This design comes from an exercise in tuning for small area, a short achievable clock period and few clock cycles on the open sky130 flow, not from production work.
No functional check of the RTL was part of this run.
No activity file was given, so power comes from the tool's default toggle rates.

==> flow/design.v <==
module upb (
    input  wire        clk,
    input  wire        rst,           
    input  wire        cmd_valid,
    output wire        cmd_ready,
    input  wire [39:0] cmd,
    output wire [31:0] res,
    output wire [3:0]  flt,
    output wire [1:0]  st,
    output wire        tx_valid,
    output wire [7:0]  tx_data,
    input  wire        rx_valid,
    output wire        rx_ready,
    input  wire [7:0]  rx_data,
    output wire [23:0] mem_addr,
    input  wire [7:0]  mem_rdata
);
    localparam [7:0] OP_NOP     = 8'h00, OP_RESET   = 8'h01, OP_RDR     = 8'h02,
                     OP_RXFLUSH = 8'h03, OP_TXRAW   = 8'h04, OP_RXGET   = 8'h05,
                     OP_LSEED   = 8'h10, OP_LSTEP   = 8'h11, OP_LTX     = 8'h12,
                     OP_LCHK    = 8'h13, OP_SCLR    = 8'h20, OP_SADD    = 8'h21,
                     OP_SIMG    = 8'h22, OP_SMARK   = 8'h23, OP_STEST   = 8'h24,
                     OP_LRCCLR  = 8'h28, OP_LRCXOR  = 8'h29, OP_ENCWORD = 8'h30,
                     OP_ENCMEM  = 8'h31, OP_FSYNC   = 8'h40, OP_FBYTE   = 8'h41,
                     OP_FFIELD  = 8'h42, OP_PCLR    = 8'h50, OP_PPTR    = 8'h51,
                     OP_PLEN    = 8'h52, OP_PDEL    = 8'h53, OP_SSTART  = 8'h58;
    localparam [1:0] ST_IDLE = 2'd0, ST_RUN = 2'd1, ST_SUCCESS = 2'd2, ST_ABORTED = 2'd3;
    localparam [2:0] PH_NONE = 3'd0, PH_SSYNC = 3'd1, PH_CSYNC = 3'd2, PH_HDR = 3'd3,
                     PH_PAY = 3'd4, PH_ACK = 3'd5, PH_NEXT = 3'd6;
    localparam [2:0] R_NONE = 3'd0, R_MISSSYNC = 3'd1, R_COGMIS = 3'd2, R_CKSUM = 3'd3;
    reg         rst_q;
    reg         rdy;                  
    reg         cv;                   
    reg         xg;                   
    reg  [39:0] cq;                   
    reg  [1:0]  xsub;                 
    reg  [3:0]  hk;                   
    reg  [2:0]  ld;                   
    reg         rx_e0;                
    reg         oacc;                 
    reg  [31:0] res_q;
    reg  [3:0]  flt_q;
    reg  [1:0]  st_q;
    reg  [7:0]  lfsr, sum, lrc;
    reg  [191:0] rptr;                
    reg  [175:0] rlen;                
    reg  [2:0]  rp;                   
    reg  [3:0]  clr;                  
    reg  [7:0]  pv;                   
    reg  [2:0]  sq;                   
    reg         sf;                   
    reg  [3:0]  ek;                   
    reg  [2:0]  reason;
    reg  [3:0]  n_q, cog, scan;
    reg         mk;
    reg  [19:0] base;
    reg  [16:0] off;
    reg  [9:0]  chunk;
    reg  [1:0]  flags;
    reg  [7:0]  ackb0, ackb1, ackb2;
    reg  [1:0]  ackn;
    reg  [15:0] paddr;                
    reg         p16, phi;             
    reg  [16:0] rdcnt;                
    reg         v1, v2;               
    reg  [7:0]  f0, f1;               
    reg  [1:0]  fo;                   
    reg         stf;                  
    reg         txv;
    reg  [7:0]  txd;
    reg  [31:0] rxq;
    reg  [1:0]  rx_rd, rx_wr;
    reg  [2:0]  rx_cnt;
    reg         rxr;
    assign cmd_ready = rdy;
    assign res       = res_q;
    assign flt       = flt_q;
    assign st        = st_q;
    assign tx_valid  = txv;
    assign tx_data   = txd;
    assign rx_ready  = rxr;
    assign mem_addr  = {8'd0, paddr};
    function [7:0] lfsr_next(input [7:0] s);
        lfsr_next = {s[6:0], s[7] ^ s[5] ^ s[4] ^ s[1]};
    endfunction
    function [7:0] enc_d(input [2:0] g);
        enc_d = 8'h92 | {1'b0, g[2], 2'b00, g[1], 2'b00, g[0]};
    endfunction
    function [7:0] enc_f(input [1:0] g);
        enc_f = 8'hF2 | {4'b0000, g[1], 2'b00, g[0]};
    endfunction
    function [3:0] next_valid(input [3:0] k, input [7:0] v);
        integer i;
        begin
            next_valid = 4'd0;
            for (i = 8; i >= 1; i = i - 1)
                if (i >= k && v[i-1])
                    next_valid = i[3:0];
        end
    endfunction
    wire [7:0]  op   = cq[39:32];
    wire [31:0] arg  = cq[31:0];
    wire [3:0]  c_lo = arg[3:0];
    wire [3:0]  c_p  = arg[27:24];
    wire [2:0]  e_lo = c_lo[2:0] - 3'd1;
    wire [2:0]  e_p  = c_p[2:0] - 3'd1;
    wire is_reset  = (op == OP_RESET);
    wire is_rdr    = (op == OP_RDR);
    wire is_flush  = (op == OP_RXFLUSH);
    wire is_txraw  = (op == OP_TXRAW);
    wire is_rxget  = (op == OP_RXGET);
    wire is_lseed  = (op == OP_LSEED);
    wire is_lstep  = (op == OP_LSTEP);
    wire is_ltx    = (op == OP_LTX);
    wire is_lchk   = (op == OP_LCHK);
    wire is_sclr   = (op == OP_SCLR);
    wire is_sadd   = (op == OP_SADD);
    wire is_simg   = (op == OP_SIMG);
    wire is_smark  = (op == OP_SMARK);
    wire is_stest  = (op == OP_STEST);
    wire is_lrcclr = (op == OP_LRCCLR);
    wire is_lrcxor = (op == OP_LRCXOR);
    wire is_encw   = (op == OP_ENCWORD);
    wire is_encm   = (op == OP_ENCMEM);
    wire is_fsync  = (op == OP_FSYNC);
    wire is_fbyte  = (op == OP_FBYTE);
    wire is_ffield = (op == OP_FFIELD);
    wire is_pclr   = (op == OP_PCLR);
    wire is_pptr   = (op == OP_PPTR);
    wire is_plen   = (op == OP_PLEN);
    wire is_pdel   = (op == OP_PDEL);
    wire is_sstart = (op == OP_SSTART);
    wire is_enc    = is_encw | is_encm;
    wire z31_8 = (arg[31:8] == 24'd0);
    wire z7_4  = (arg[7:4] == 4'd0);
    wire z3_2  = (arg[3:2] == 2'd0);
    wire z31_0 = z31_8 && z7_4 && z3_2 && (arg[1:0] == 2'd0);
    reg known, resv_ok;
    always @* begin
        known   = 1'b1;
        resv_ok = 1'b1;
        case (op)
            OP_NOP, OP_RESET, OP_RXFLUSH, OP_RXGET, OP_LSTEP, OP_LTX, OP_LCHK,
            OP_SCLR, OP_STEST, OP_LRCCLR, OP_PCLR:
                resv_ok = z31_0;
            OP_RDR, OP_TXRAW, OP_LSEED, OP_SADD, OP_LRCXOR, OP_FSYNC, OP_FBYTE:
                resv_ok = z31_8;
            OP_SIMG, OP_PDEL:
                resv_ok = z31_8 && z7_4;
            OP_SMARK:
                resv_ok = z31_8 && z7_4 && z3_2 && !arg[1];
            OP_SSTART:
                resv_ok = z31_8 && z7_4 && z3_2;
            OP_ENCWORD, OP_FFIELD:
                resv_ok = 1'b1;
            OP_ENCMEM:
                resv_ok = (arg[31:24] == 8'd0);
            OP_PPTR, OP_PLEN:
                resv_ok = (arg[31:28] == 4'd0);
            default:
                known = 1'b0;
        endcase
    end
    wire allowed_run = (op == OP_NOP) || is_reset || is_rdr;
    wire [7:0] ra = arg[7:0];
    wire ra_ptr = (ra[7:4] == 4'h1) && (ra[3:0] >= 4'd1) && (ra[3:0] <= 4'd8);
    wire ra_len = (ra[7:4] == 4'h2) && (ra[3:0] >= 4'd1) && (ra[3:0] <= 4'd8);
    wire ra_reg = (ra[7:4] == 4'h0) && (ra[3:0] <= 4'hA) && (ra[3:0] != 4'h5);
    wire rdr_ok = ra_ptr | ra_len | ra_reg;
    wire c_lo_ok = (c_lo >= 4'd1) && (c_lo <= 4'd8);
    wire c_p_ok  = (c_p  >= 4'd1) && (c_p  <= 4'd8);
    reg range_early;
    always @* begin
        case (op)
            OP_RDR:    range_early = !rdr_ok;
            OP_SIMG:   range_early = !c_lo_ok || !pv[e_lo];
            OP_ENCMEM: range_early = (arg[1:0] != 2'b00) || (arg[23:16] != 8'd0);
            OP_PPTR:   range_early = !c_p_ok;
            OP_PLEN:   range_early = !c_p_ok || (arg[1:0] != 2'b00);
            OP_PDEL:   range_early = !c_lo_ok;
            OP_SSTART: range_early = (pv == 8'd0);
            default:   range_early = 1'b0;
        endcase
    end
    wire seq_run = (st_q == ST_RUN);
    wire f_ill   = !known || !resv_ok;
    wire f_busy  = !f_ill && seq_run && !allowed_run;
    wire f_range = !f_ill && !f_busy && range_early;
    wire first   = cv && !xg;
    wire go      = cv && (xg || (!f_ill && !f_busy && !range_early));
    wire go1     = first && !f_ill && !f_busy && !range_early;
    wire [23:0] hp = rptr[23:0];      
    wire [21:0] hl = rlen[21:0];      
    wire        rclr   = (clr != 4'd0);
    wire [2:0]  rp_l   = rp - 3'd2;   
    wire        at_plo = !rclr && (rp == e_lo);
    wire        at_llo = !rclr && (rp_l == e_lo);
    wire        at_pp  = !rclr && (rp == e_p);
    wire        at_lp  = !rclr && (rp_l == e_p);
    wire [17:0] oob_s = {1'b0, p16, paddr} + {1'b0, hl[14:0], 2'b00};
    wire        oob   = phi || (hl[21:15] != 7'd0) || oob_s[17] || (oob_s[16] && (oob_s[15:0] != 16'd0));
    wire [16:0] hlen  = {hl[14:0], 2'b00};
    wire [2:0]  e_cog    = cog[2:0] - 3'd1;
    wire [3:0]  nv_scan  = next_valid(scan, pv);
    wire [3:0]  nv_after = (cog == 4'd8) ? 4'd0 : next_valid(cog + 4'd1, pv);
    wire [19:0] haddr    = base + {3'd0, off};
    reg  [7:0]  hdr_b;
    always @* begin
        case (ek[2:0])
            3'd0: hdr_b = {4'd0, cog};
            3'd1: hdr_b = mk ? 8'hFF : {4'd0, haddr[19:16]};
            3'd2: hdr_b = mk ? 8'hFF : haddr[15:8];
            3'd3: hdr_b = mk ? 8'hFE : haddr[7:0];
            3'd4: hdr_b = 8'd0;
            3'd5: hdr_b = 8'd0;
            3'd6: hdr_b = {6'd0, chunk[9:8]};
            default: hdr_b = chunk[7:0];
        endcase
    end
    wire       rx_have = (rx_cnt != 3'd0);
    reg  [7:0] rx_head;
    always @* begin
        case (rx_rd)
            2'd0: rx_head = rxq[7:0];
            2'd1: rx_head = rxq[15:8];
            2'd2: rx_head = rxq[23:16];
            default: rx_head = rxq[31:24];
        endcase
    end
    wire rx_push = rx_valid && rxr;
    wire s_emit = seq_run && !sf && (sq == PH_SSYNC || sq == PH_CSYNC || sq == PH_HDR || sq == PH_PAY);
    wire s_pay  = seq_run && !sf && (sq == PH_PAY);
    reg  [3:0] h_n;                   
    reg        h_s;                   
    reg  [7:0] h_b;
    always @* begin
        h_n = 4'd0;
        h_s = 1'b0;
        h_b = arg[7:0];
        if (is_txraw) h_n = 4'd1;
        if (is_ltx)   begin h_n = 4'd1; h_b = {7'h7F, lfsr[0]}; end
        if (is_fsync) begin h_n = 4'd2; h_b = (hk[0] == 1'b0) ? 8'hFF : arg[7:0]; end
        if (is_fbyte) begin h_n = 4'd1; h_s = 1'b1; end
        if (is_ffield) begin
            h_n = 4'd4; h_s = 1'b1;
            case (hk[1:0])
                2'd0: h_b = arg[31:24];
                2'd1: h_b = arg[23:16];
                2'd2: h_b = arg[15:8];
                default: h_b = arg[7:0];
            endcase
        end
        if (is_enc) begin
            h_n = 4'd11;
            case (hk)
                4'd0:  h_b = enc_d(arg[2:0]);
                4'd1:  h_b = enc_d(arg[5:3]);
                4'd2:  h_b = enc_d(arg[8:6]);
                4'd3:  h_b = enc_d(arg[11:9]);
                4'd4:  h_b = enc_d(arg[14:12]);
                4'd5:  h_b = enc_d(arg[17:15]);
                4'd6:  h_b = enc_d(arg[20:18]);
                4'd7:  h_b = enc_d(arg[23:21]);
                4'd8:  h_b = enc_d(arg[26:24]);
                4'd9:  h_b = enc_d(arg[29:27]);
                default: h_b = enc_f(arg[31:30]);
            endcase
        end
    end
    reg [2:0] enc_need;
    always @* begin
        case (hk)
            4'd0, 4'd1:       enc_need = 3'd1;
            4'd2, 4'd3, 4'd4: enc_need = 3'd2;
            4'd5, 4'd6, 4'd7: enc_need = 3'd3;
            default:          enc_need = 3'd4;
        endcase
    end
    wire h_avail = !is_encm || (ld >= enc_need);
    wire h_emit  = go && (h_n != 4'd0) && (hk != h_n) && h_avail && !seq_run;
    wire        m_sum  = cv && is_simg && (xsub == 2'd3);
    wire        m_enc  = cv && xg && is_encm;
    wire        m_mode = m_sum || m_enc || s_pay;
    wire        pop    = (fo != 2'd0) && (m_sum || m_enc || (s_pay && !stf));
    wire        popff  = s_pay && pop && (f0 == 8'hFF);
    reg         e_v;
    reg         e_s;
    reg  [7:0]  e_b;
    always @* begin
        e_v = 1'b0;
        e_s = 1'b0;
        e_b = h_b;
        if (s_emit) begin
            e_s = (sq == PH_HDR) || (sq == PH_PAY);
            case (sq)
                PH_SSYNC: begin e_v = 1'b1; e_b = ek[0] ? {4'd0, n_q} : 8'hFF; end
                PH_CSYNC: begin e_v = 1'b1; e_b = ek[0] ? {4'd0, cog} : 8'hFF; end
                PH_HDR:   begin e_v = 1'b1; e_b = hdr_b; end
                default:  begin e_v = (fo != 2'd0); e_b = f0; end
            endcase
        end else if (h_emit) begin
            e_v = 1'b1;
            e_s = h_s;
        end
    end
    wire e_acc = e_v && !stf;                  
    wire e_ff  = e_acc && e_s && (e_b == 8'hFF);
    wire [2:0] m_tot  = {1'b0, fo} - {2'd0, pop} + {2'd0, v2} + {2'd0, v1};
    wire       issue  = (rdcnt != 17'd0) && !popff && (m_tot < (m_mode ? 3'd3 : 3'd2));
    wire       drain  = (rdcnt == 17'd0) && !v1 && !v2 && ((fo == 2'd0) || (fo == 2'd1 && pop));
    wire h_last  = (hk == h_n - 4'd1);
    wire h_done  = (h_emit && e_acc && h_last && !e_ff) || (cv && (h_n != 4'd0) && stf && (hk == h_n) && !seq_run);
    reg done;
    always @* begin
        done = 1'b0;
        if (first && (f_ill || f_busy || range_early))
            done = 1'b1;
        else if (go) begin
            if (h_n != 4'd0)
                done = h_done;
            else if (is_rdr)
                done = ra_ptr ? at_plo : (ra_len ? at_llo : 1'b1);
            else if (is_pptr)
                done = at_pp;
            else if (is_plen)
                done = at_lp;
            else if (is_simg)
                done = (xsub == 2'd2 && (oob || hlen == 17'd0)) || (xsub == 2'd3 && drain);
            else if (is_sstart)
                done = (xsub == 2'd2) && (hk == 4'd7);
            else
                done = 1'b1;
        end
    end
    wire do_reset = rst_q || (go && is_reset);
    wire flush    = do_reset || (go && is_flush);
    wire x_pop    = go1 && (is_rxget || is_lchk) && !rx_e0;
    wire lchk_ok  = (rx_head[7:1] == 7'h7F) && (rx_head[0] == lfsr[0]);
    reg [31:0] rdr_val;
    always @* begin
        rdr_val = 32'd0;
        if (ra_ptr)
            rdr_val = {8'd0, hp};
        else if (ra_len)
            rdr_val = {pv[e_lo], 7'd0, hl, 2'b00};
        else case (ra[3:0])
            4'h0: rdr_val = {9'd0, flags, mk, scan, n_q, cog, reason, (seq_run ? sq : PH_NONE), st_q};
            4'h1: rdr_val = {28'd0, flt_q};
            4'h2: rdr_val = {24'd0, lfsr};
            4'h3: rdr_val = {24'd0, sum};
            4'h4: rdr_val = {24'd0, lrc};
            4'h6: rdr_val = {12'd0, base};
            4'h7: rdr_val = {15'd0, off};
            4'h8: rdr_val = {22'd0, chunk};
            4'hA: rdr_val = {6'd0, ackn, ackb2, ackb1, ackb0};
            default: rdr_val = 32'd0;
        endcase
    end
    wire [7:0] sum_op = m_sum ? f0 : (is_smark ? (arg[0] ? 8'hD8 : 8'hEC) : arg[7:0]);
    wire [7:0] sum_nx = sum + sum_op;
    wire [7:0] off_hi1  = off[16:9] + 8'd1;
    wire       len_more = (hlen[16:9] > off[16:9]) || ((hlen[16:9] == off[16:9]) && (hlen[8:0] != 9'd0));
    wire [9:0] len_chk  = (hlen[16:9] == off[16:9]) ? {1'b0, hlen[8:0]} : 10'd512;
    wire [9:0] chunk0   = (hlen[16:9] == 8'd0) ? {1'b0, hlen[8:0]} : 10'd512;
    always @(posedge clk) begin
        rst_q <= rst;
        if (rdy) begin
            cq    <= cmd;
            rx_e0 <= !rx_have;
            xsub  <= 2'd0;
            hk    <= 4'd0;
            ld    <= 3'd0;
            oacc  <= 1'b0;
        end
        if (rst) begin
            rdy <= 1'b0;
            cv  <= 1'b0;
            xg  <= 1'b0;
        end else if (rst_q) begin
            rdy <= 1'b1;
            cv  <= 1'b0;
            xg  <= 1'b0;
        end else if (rdy) begin
            if (cmd_valid) begin
                rdy <= 1'b0;
                cv  <= 1'b1;
            end
        end else if (cv) begin
            xg <= 1'b1;
            if (done) begin
                rdy <= 1'b1;
                cv  <= 1'b0;
                xg  <= 1'b0;
            end
        end
        txv <= !rst && !do_reset && (stf || e_acc);
        txd <= stf ? 8'h00 : e_b;
        stf <= !do_reset && e_ff;
        rp <= do_reset ? 3'd0 : rp + 3'd5;
        rptr <= {(rclr ? 24'd0 : ((go && is_pptr && at_pp) ? arg[23:0] : hp)), rptr[191:24]};
        rlen <= {(rclr ? 22'd0 : ((go && is_plen && at_lp) ? arg[23:2] : hl)), rlen[175:22]};
        if (do_reset || (go && is_pclr))
            clr <= 4'd8;
        else if (rclr)
            clr <= clr - 4'd1;
        v2 <= !do_reset && v1;
        if (v1) paddr <= paddr + 16'd1;
        if (issue) rdcnt <= rdcnt - 17'd1;
        v1 <= !do_reset && issue;
        if (pop) begin
            if (fo == 2'd2) begin
                f0 <= f1;
                if (v2) f1 <= mem_rdata;
            end else if (v2)
                f0 <= mem_rdata;
        end else if (v2) begin
            if (fo == 2'd0) f0 <= mem_rdata;
            else            f1 <= mem_rdata;
        end
        fo <= do_reset ? 2'd0 : fo - {1'b0, pop} + {1'b0, v2};
        if (rxr) begin
            case (flush ? 2'd0 : rx_wr)
                2'd0: rxq[7:0]   <= rx_data;
                2'd1: rxq[15:8]  <= rx_data;
                2'd2: rxq[23:16] <= rx_data;
                default: rxq[31:24] <= rx_data;
            endcase
        end
        begin : rxq_ctl
            reg       rpop;
            reg [2:0] ncnt;
            rpop = x_pop || (seq_run && !sf && sq == PH_ACK && rx_have);
            if (flush) begin
                rx_rd <= 2'd0;
                rx_wr <= {1'b0, rx_push};
                ncnt  = {2'd0, rx_push};
            end else begin
                rx_rd <= rx_rd + {1'b0, rpop};
                rx_wr <= rx_wr + {1'b0, rx_push};
                ncnt  = rx_cnt + {2'd0, rx_push} - {2'd0, rpop};
            end
            rx_cnt <= ncnt;
            rxr    <= rst || (ncnt != 3'd4);
        end
        if (do_reset) begin
            lfsr   <= 8'h50;
            sum    <= 8'd0;
            lrc    <= 8'd0;
            res_q  <= 32'd0;
            flt_q  <= 4'd0;
            pv     <= 8'd0;
            st_q   <= ST_IDLE;
            sq     <= PH_NONE;
            sf     <= 1'b0;
            reason <= R_NONE;
            n_q    <= 4'd0;
            cog    <= 4'd0;
            scan   <= 4'd0;
            mk     <= 1'b0;
            base   <= 20'd0;
            off    <= 17'd0;
            chunk  <= 10'd0;
            flags  <= 2'd0;
            ackb0  <= 8'd0;
            ackb1  <= 8'd0;
            ackb2  <= 8'd0;
            ackn   <= 2'd0;
            rdcnt  <= 17'd0;
        end else begin
            if (first) begin
                if (f_ill)        flt_q[0] <= 1'b1;
                else if (f_busy)  flt_q[1] <= 1'b1;
                else if (f_range) flt_q[2] <= 1'b1;
            end
            if (go1) begin
                if (is_rxget) res_q <= rx_e0 ? 32'h100 : {24'd0, rx_head};
                if (is_lseed) lfsr <= arg[7:0];
                if (is_lstep) begin res_q <= {31'd0, lfsr[0]}; lfsr <= lfsr_next(lfsr); end
                if (is_ltx)   lfsr <= lfsr_next(lfsr);
                if (is_lchk) begin
                    if (rx_e0)
                        res_q <= 32'd2;
                    else if (lchk_ok) begin
                        res_q <= 32'd1;
                        lfsr  <= lfsr_next(lfsr);
                    end else begin
                        res_q    <= 32'd0;
                        flt_q[3] <= 1'b1;
                    end
                end
                if (is_sclr)   sum <= 8'd0;
                if (is_sadd || is_smark) sum <= sum_nx;
                if (is_stest)  res_q <= {31'd0, (sum == 8'd0)};
                if (is_lrcclr) lrc <= 8'd0;
                if (is_lrcxor) lrc <= lrc ^ arg[7:0];
                if (is_pclr)   pv <= 8'd0;
                if (is_pdel)   pv[e_lo] <= 1'b0;
                if (is_encm) begin
                    paddr <= arg[15:0];
                    rdcnt <= 17'd3;
                    v1    <= 1'b1;
                end
            end
            if (go && is_rdr && done)
                res_q <= rdr_val;
            if (go && is_plen && at_lp)
                pv[e_p] <= 1'b1;
            if (h_emit && e_acc)
                hk <= hk + 4'd1;
            if (m_enc && pop) begin
                case (ld[1:0])
                    2'd0: cq[7:0]   <= f0;
                    2'd1: cq[15:8]  <= f0;
                    2'd2: cq[23:16] <= f0;
                    default: cq[31:24] <= f0;
                endcase
                ld <= ld + 3'd1;
            end
            if (go && is_simg) begin
                case (xsub)
                    2'd0: if (at_plo) begin
                              paddr <= hp[15:0]; p16 <= hp[16]; phi <= (hp[23:17] != 7'd0);
                              xsub  <= 2'd1;
                          end
                    2'd1: xsub <= 2'd2;
                    2'd2: begin
                              if (oob) flt_q[2] <= 1'b1;
                              else if (hlen != 17'd0) begin
                                  rdcnt <= hlen;
                                  xsub  <= 2'd3;
                              end
                          end
                    default: if (pop) sum <= sum_nx;
                endcase
            end
            if (go && is_sstart) begin
                case (xsub)
                    2'd0: if (!rclr) begin
                              paddr <= hp[15:0]; p16 <= hp[16]; phi <= (hp[23:17] != 7'd0);
                              xsub  <= 2'd1;
                          end
                    2'd1: xsub <= 2'd2;
                    default: begin
                        xsub <= 2'd0;
                        hk   <= hk + 4'd1;
                        oacc <= oacc || (pv[rp_l] && oob);
                        if (hk == 4'd7) begin
                            if (oacc || (pv[rp_l] && oob))
                                flt_q[2] <= 1'b1;
                            else begin
                                st_q   <= ST_RUN;
                                sq     <= PH_SSYNC;
                                sf     <= 1'b0;
                                ek     <= 4'd0;
                                reason <= R_NONE;
                                n_q    <= {3'd0, pv[0]} + {3'd0, pv[1]} + {3'd0, pv[2]} + {3'd0, pv[3]} +
                                          {3'd0, pv[4]} + {3'd0, pv[5]} + {3'd0, pv[6]} + {3'd0, pv[7]};
                                cog    <= 4'd0;
                                scan   <= 4'd1;
                                mk     <= 1'b0;
                                base   <= 20'd0;
                                off    <= 17'd0;
                                chunk  <= 10'd0;
                                ackn   <= 2'd0;
                                ackb0  <= 8'd0;
                                ackb1  <= 8'd0;
                                ackb2  <= 8'd0;
                                lrc    <= 8'd0;
                                flags  <= arg[1:0];
                            end
                        end
                    end
                endcase
            end
            if (seq_run) begin
                if (sf) begin
                    if (sq == PH_CSYNC) begin
                        case (ek[1:0])
                            2'd0: if (rp == e_cog) begin
                                      paddr <= hp[15:0];
                                      ek    <= 4'd1;
                                  end
                            2'd1: ek <= 4'd2;
                            default: begin
                                off   <= 17'd0;
                                mk    <= (hlen == 17'd0);
                                chunk <= chunk0;
                                rdcnt <= {7'd0, chunk0};
                                lrc   <= 8'd0;
                                sq    <= PH_HDR;
                                sf    <= 1'b0;
                                ek    <= 4'd0;
                            end
                        endcase
                    end else begin
                        if (rp_l == e_cog) begin
                            mk    <= !len_more;
                            chunk <= len_more ? len_chk : 10'd0;
                            rdcnt <= len_more ? {7'd0, len_chk} : 17'd0;
                            lrc   <= 8'd0;
                            sq    <= PH_HDR;
                            sf    <= 1'b0;
                            ek    <= 4'd0;
                        end
                    end
                end else begin
                    case (sq)
                        PH_SSYNC: if (e_acc) begin
                            if (ek[0]) begin sq <= PH_CSYNC; ek <= 4'd0; end
                            else ek <= 4'd1;
                        end
                        PH_CSYNC: if (e_acc) begin
                            if (ek[0]) begin sf <= 1'b1; ek <= 4'd0; end
                            else begin cog <= nv_scan; ek <= 4'd1; end
                        end
                        PH_HDR: begin
                            if ((e_acc && ek == 4'd7 && !e_ff) || (stf && ek == 4'd8)) begin
                                ackn <= 2'd0;
                                ek   <= 4'd0;
                                sq   <= mk ? PH_ACK : PH_PAY;
                            end else if (e_acc)
                                ek <= ek + 4'd1;
                        end
                        PH_PAY: begin
                            if (pop) lrc <= lrc ^ f0;
                            if (drain && !popff)
                                sq <= PH_ACK;
                        end
                        PH_ACK: if (rx_have) begin
                            case (ackn)
                                2'd0: ackb0 <= rx_head;
                                2'd1: ackb1 <= rx_head;
                                default: ackb2 <= rx_head;
                            endcase
                            ackn <= ackn + 2'd1;
                            if (!mk && ackn == 2'd2) begin
                                if (ackb0 != 8'hFF) begin
                                    st_q <= ST_ABORTED; sq <= PH_NONE; reason <= R_MISSSYNC;
                                end else if (ackb1 != {4'd0, cog}) begin
                                    st_q <= ST_ABORTED; sq <= PH_NONE; reason <= R_COGMIS;
                                end else if (rx_head != lrc) begin
                                    st_q <= ST_ABORTED; sq <= PH_NONE; reason <= R_CKSUM;
                                end else if (chunk[9]) begin
                                    off <= {off_hi1, 9'd0};
                                    sf  <= 1'b1;
                                end else begin
                                    off   <= {off[16:9], chunk[8:0]};
                                    mk    <= 1'b1;
                                    chunk <= 10'd0;
                                    lrc   <= 8'd0;
                                    sq    <= PH_HDR;
                                    ek    <= 4'd0;
                                end
                            end else if (mk && ackn == 2'd1) begin
                                if (ackb0 != 8'hFF) begin
                                    st_q <= ST_ABORTED; sq <= PH_NONE; reason <= R_MISSSYNC;
                                end else if (rx_head != {4'd0, cog}) begin
                                    st_q <= ST_ABORTED; sq <= PH_NONE; reason <= R_COGMIS;
                                end else
                                    sq <= PH_NEXT;
                            end
                        end
                        PH_NEXT: begin
                            base <= haddr;
                            scan <= cog + 4'd1;
                            mk   <= 1'b0;
                            ek   <= 4'd0;
                            if (nv_after != 4'd0)
                                sq <= PH_CSYNC;
                            else begin
                                st_q <= ST_SUCCESS;
                                sq   <= PH_NONE;
                            end
                        end
                        default: ;
                    endcase
                end
            end
        end
    end
endmodule
==> flow/run.sh <==
#!/bin/bash
# synth_recipe.tcl (not shown) runs the flow's synth.tcl, then flattens the netlist and writes it again
# the make line also repeats each setting of config.mk as NAME=value (left out here)
make -C /OpenROAD-flow-scripts/flow DESIGN_CONFIG=/design/flow/config.mk WORK_HOME=/design/flow/orfs CLKGATE_MAP_FILE= SYNTH_SCRIPT=/design/flow/synth_recipe.tcl finish
==> flow/config.mk <==
export PLATFORM = sky130hd
export DESIGN_NAME = upb
export DESIGN_NICKNAME = upb
export VERILOG_FILES = /design/flow/design.v
export SDC_FILE = /design/flow/constraint.sdc
export NUM_CORES = 4
export LEC_CHECK = 0
export ABC_CLOCK_PERIOD_IN_PS = 3000
export CAP_MARGIN = 20
export CORE_MARGIN = 2
export CORE_UTILIZATION = 45
export SETUP_SLACK_MARGIN = 5
export SLEW_MARGIN = 20
==> flow/constraint.sdc <==
create_clock -name core_clock -period 12.0 [get_ports {clk}]
set_input_delay 2.4000 -clock core_clock [delete_from_list [all_inputs] [get_ports {clk}]]
set_output_delay 2.4000 -clock core_clock [all_outputs]
set_load 0.01 [all_outputs]
==> impl_metrics.py <==
metrics = {
    "run_status": {
        "status": "timing/DRC/antenna clean",
    },
    "final_layout": {
        "final_common_cell": "dfxtp_1",
        "design_area_mm2": 0.0358,
        "most-common-layout-cells": "dfxtp_1, nand2_1, a21oi_1",
        "nNetsFinal": 3618,
        "final_util_pct": 52.1,
        "syn_to_final_growth_pct": 14.3,
        "drive_gt1_share_pct": 8.42,
    },
    "yosys": {
        "synthFlopType": "dfxtp_1",
        "synth_cells": 3412,
        "synth.largest_area_cell": "dfxtp_1",
        "seq_area_frac_synth_pct": 46.8,
        "avgSynthCellArea_um2": 9.19,
        "synth-edff-count": 63,
        "synthTopCellsByArea": "dfxtp_1, edfxtp_1, a21oi_1",
        "ys_ff_latch": 701,
        "yosys_warnings": 1,
        "synthesis.area_mm2": 0.0314,
        "synth_top_area_share_pct": 40.7,
        "async_reset_ff_share_pct": 0,
        "synth_cell_type_count": 115,
    },
    "detailed_routing": {
        "drc": 0,
        "topRoutingLayerUsed": "met5",
        "wl_met3_um": 12000,
        "vias_per_cell": 6.29,
        "wl_met2_um": 52400,
        "wirelength_um": 124000,
        "met1_length_um": 53100,
        "wire_per_inst_um": 28.0,
        "firstDrtPassIters": 9,
        "ant_nets": 0,
        "dr.first_iter.drc_count": 3667,
        "via_count": 27900,
    },
    "clock_tree": {
        "htreeDepth": 3,
        "hold_buffers": 0,
        "numCtsBuffers": 76,
        "path_clk_slew_ps": 60,
        "tritoncts": "yes",
        "cts_setup_buffers": 0,
        "cts_buffer_depth": 3,
        "cts_resized": 0,
        "cts_sinks": 701,
        "clock_latency_ps": 650,
        "root_buffer": "clkbuf_16",
    },
    "global_route": {
        "grt_util_all_layers_pct": 34.1,
        "overflow": 0,
        "antenna_found_initial": 3,
        "grt_max_degree": 80,
        "grt_pass1_vias": 25800,
        "grt_pass1_wl_um": 179000,
    },
    "critical_path": {
        "cp.arrival_ps": 6460,
        "cp_max_fo": 60,
        "crit_end": "rdcnt[5]",
        "required_ps": 12560,
        "endpoint_kind": "flop",
        "startpoint": "cq[0]",
        "reg2reg_depth": 15,
        "r2r-start": "cq[0]",
        "critPathLaunchType": "flop",
        "r2r_slack_ps": 6100,
        "path_class": "reg -> reg",
        "rr_endpoint": "rdcnt[5]",
    },
    "sta": {
        "fmax_mhz": 170,
        "min_period_over_period_pct": 49.1,
        "setup_tns_ps": 0,
        "setup_ws_ps": 6100,
        "slew_headroom_pct": 23.4,
        "hold_viol": 0,
        "finalSetupViolations": 0,
        "finalClockSkew_ps": 34.7,
        "fin_crit_ps": 5900,
        "tightest_slew_ps": 1140,
        "slew_violations": 0,
        "rsz0062_at_grt": "no",
    },
    "placement": {
        "place_area_mm2": 0.0332,
        "io_buffers": 119,
        "hpwl_um": 92100,
        "gp_congestion": 1.13,
        "dp_slack_ps": 6200,
    },
    "flow_run": {
        "cap_violations": 0,
    },
    "power_and_ir_drop": {
        "p_comb_share_pct": 15.4,
        "internal-power_w": 0.00422,
        "power_frac_seq_pct": 43.8,
        "clock_power_share_pct": 40.8,
        "power_w": 0.00597,
        "sw_frac_of_total_pct": 29.2,
        "switchingPower_w": 0.00174,
        "ir_drop_mv": 0.125,
        "power.leakage_nw": 13.1,
        "powerDensity_mw_per_mm2": 166,
    },
    "die": {
        "std_cell_rows": 96,
        "core_mm2": 0.0688,
        "start_util_pct": 45.6,
        "die_h_um": 268,
        "die_w_um": 268,
        "die_area_mm2": 0.0718,
        "num_io_pins": 133,
    },
    "hold_path": {
        "worstHoldPathType": "reg -> reg",
        "worstHoldStart": "rptr[27]",
    },
}
-- cell usage after synthesis (all sizes together), types with 63 or more instances --
cell      n
clkbuf  141
nand3   144
edfxtp   63
ha      104
buf      97
a22oi    70
nor3     79
nand2   327
o21ai   147
a21oi   321
dfxtp   638
inv      88
nor2    272
-- logic make-up after synthesis --
| group | after synthesis | share of synthesized area (%) |
|---|---|---|
| xor gates and xnor gates | 118 | 3.30 |
| DFF | 701 | 46.8 |
| buffers and inverters | 327 | 4.46 |
| muxes | 75 | 2.95 |
| and+or+nand+nor | 1140 | 18.1 |
| AOI/OAI and AO/OA | 936 | 19.6 |
| other | 1 | 0.0120 |
| adders and majority gates | 114 | 4.79 |
-- area by class of cell --
class                           instances  area (µm²)
Antenna cell                            1        2.50
Clock buffer                          105        2150
Clock inverter                         34         465
Fill cell                            6375       33000
Inverter                               89         334
Multi-Input combinational cell       2396       15400
Sequential cell                       701       14700
Tap cell                              931        1160
Timing Repair Buffer                  180        1650
-- stage by stage --
step / hold WS, ps / instances
final: 301 / 4437
after global routing: 315 / 4436
after CTS: 309 / 4436
after detailed placement: 312 / 4297
after global placement: 310 / 4297
after floorplan: 310 / 3424
-- worst max-delay path, stage by stage (launching register included) --
cell,delay [ps]
dfxtp_1,310
buf_4,290
inv_1,220
ha_1,480
mux4_2,520
mux2_2,340
o211ai_1,270
nor3_4,150
o211a_4,200
o21ai_2,690
o21bai_4,130
inv_2,240
buf_4,690
nand2_1,470
or3_1,560
o2bb2ai_1,180
-- how the worst min path moves through the flow --
| stage | end | slack, ps | cells past startpoint |
|---|---|---|---|
| after floorplan | rlen[0] | 310 | 0 |
| after global placement | rptr[140] | 310 | 0 |
| after detailed placement | rlen[113] | 310 | 0 |
| after CTS | rptr[28] | 310 | 0 |
| after global routing | rptr[125] | 320 | 0 |
| final | rptr[3] | 300 | 0 |
-- layer usage --
| layer | vias up | global-route usage (%) |
|---|---|---|
| met1 | 13600 | 47.5 |
| met4 | 2 | 16.8 |
| met5 | - | 0 |
| met3 | 297 | 6.93 |
| met2 | 1562 | 50.3 |
| li1 | 12400 | - |
-- power groups by stage --
stage	Sequential [W]	Clock (W)	Combinational, W
after floorplan	0.00260	0	0.000570
final	0.00262	0.00243	0.000918
after global routing	0.00262	0.00257	0.000982
after CTS	0.00261	0.00247	0.000894
after detailed placement	0.00266	0	0.000888
after global placement	0.00266	0	0.000874
-- state kept, by name, summed over array words and instances (netlist names), 8 cells and up, named ones only --
| name | flops |
|---|---|
| rdcnt | 17 |
| paddr | 16 |
| txd | 8 |
| pv | 8 |
| rxq | 32 |
| res_q | 27 |
| cq | 40 |
| chunk | 10 |
| f0 | 8 |
| lfsr | 8 |
| rptr | 192 |
| base | 20 |
| ackb2 | 8 |
| ackb1 | 8 |
| lrc | 8 |
| rlen | 176 |
| off | 17 |
| sum | 8 |
| f1 | 8 |
| ackb0 | 8 |

==> re-timing with driven ports <==
Ports are ideal in the flow. The routed layout listed here was re-timed in OpenROAD.
Step 1 sets driving cells, clkbuf_16 on the clock port and buf_2 on the other inputs (assumed; they add their load-dependent delay and slew).
Step 2 adds t to the input delays and takes it off the output delays; t is the mean of the earliest and latest rising clock arrival at the registers after step 1. Input paths then give back, and output paths get back, about the clock's delay inside the block.
a / b / c = ideal ports / drivers / drivers and shift; a / b = the first two.
shift t [ns]: 0.704
slack for setup (ns): 6.105 / 6.105 / 6.105
worst setup path at the end: register to register
worst slew at a driven data input, ns: 0.06
After both steps setup and hold are still met in this run. For this run, drivers alone change the setup slack by 0.000 ns; drivers and shift together by 0.000 ns.
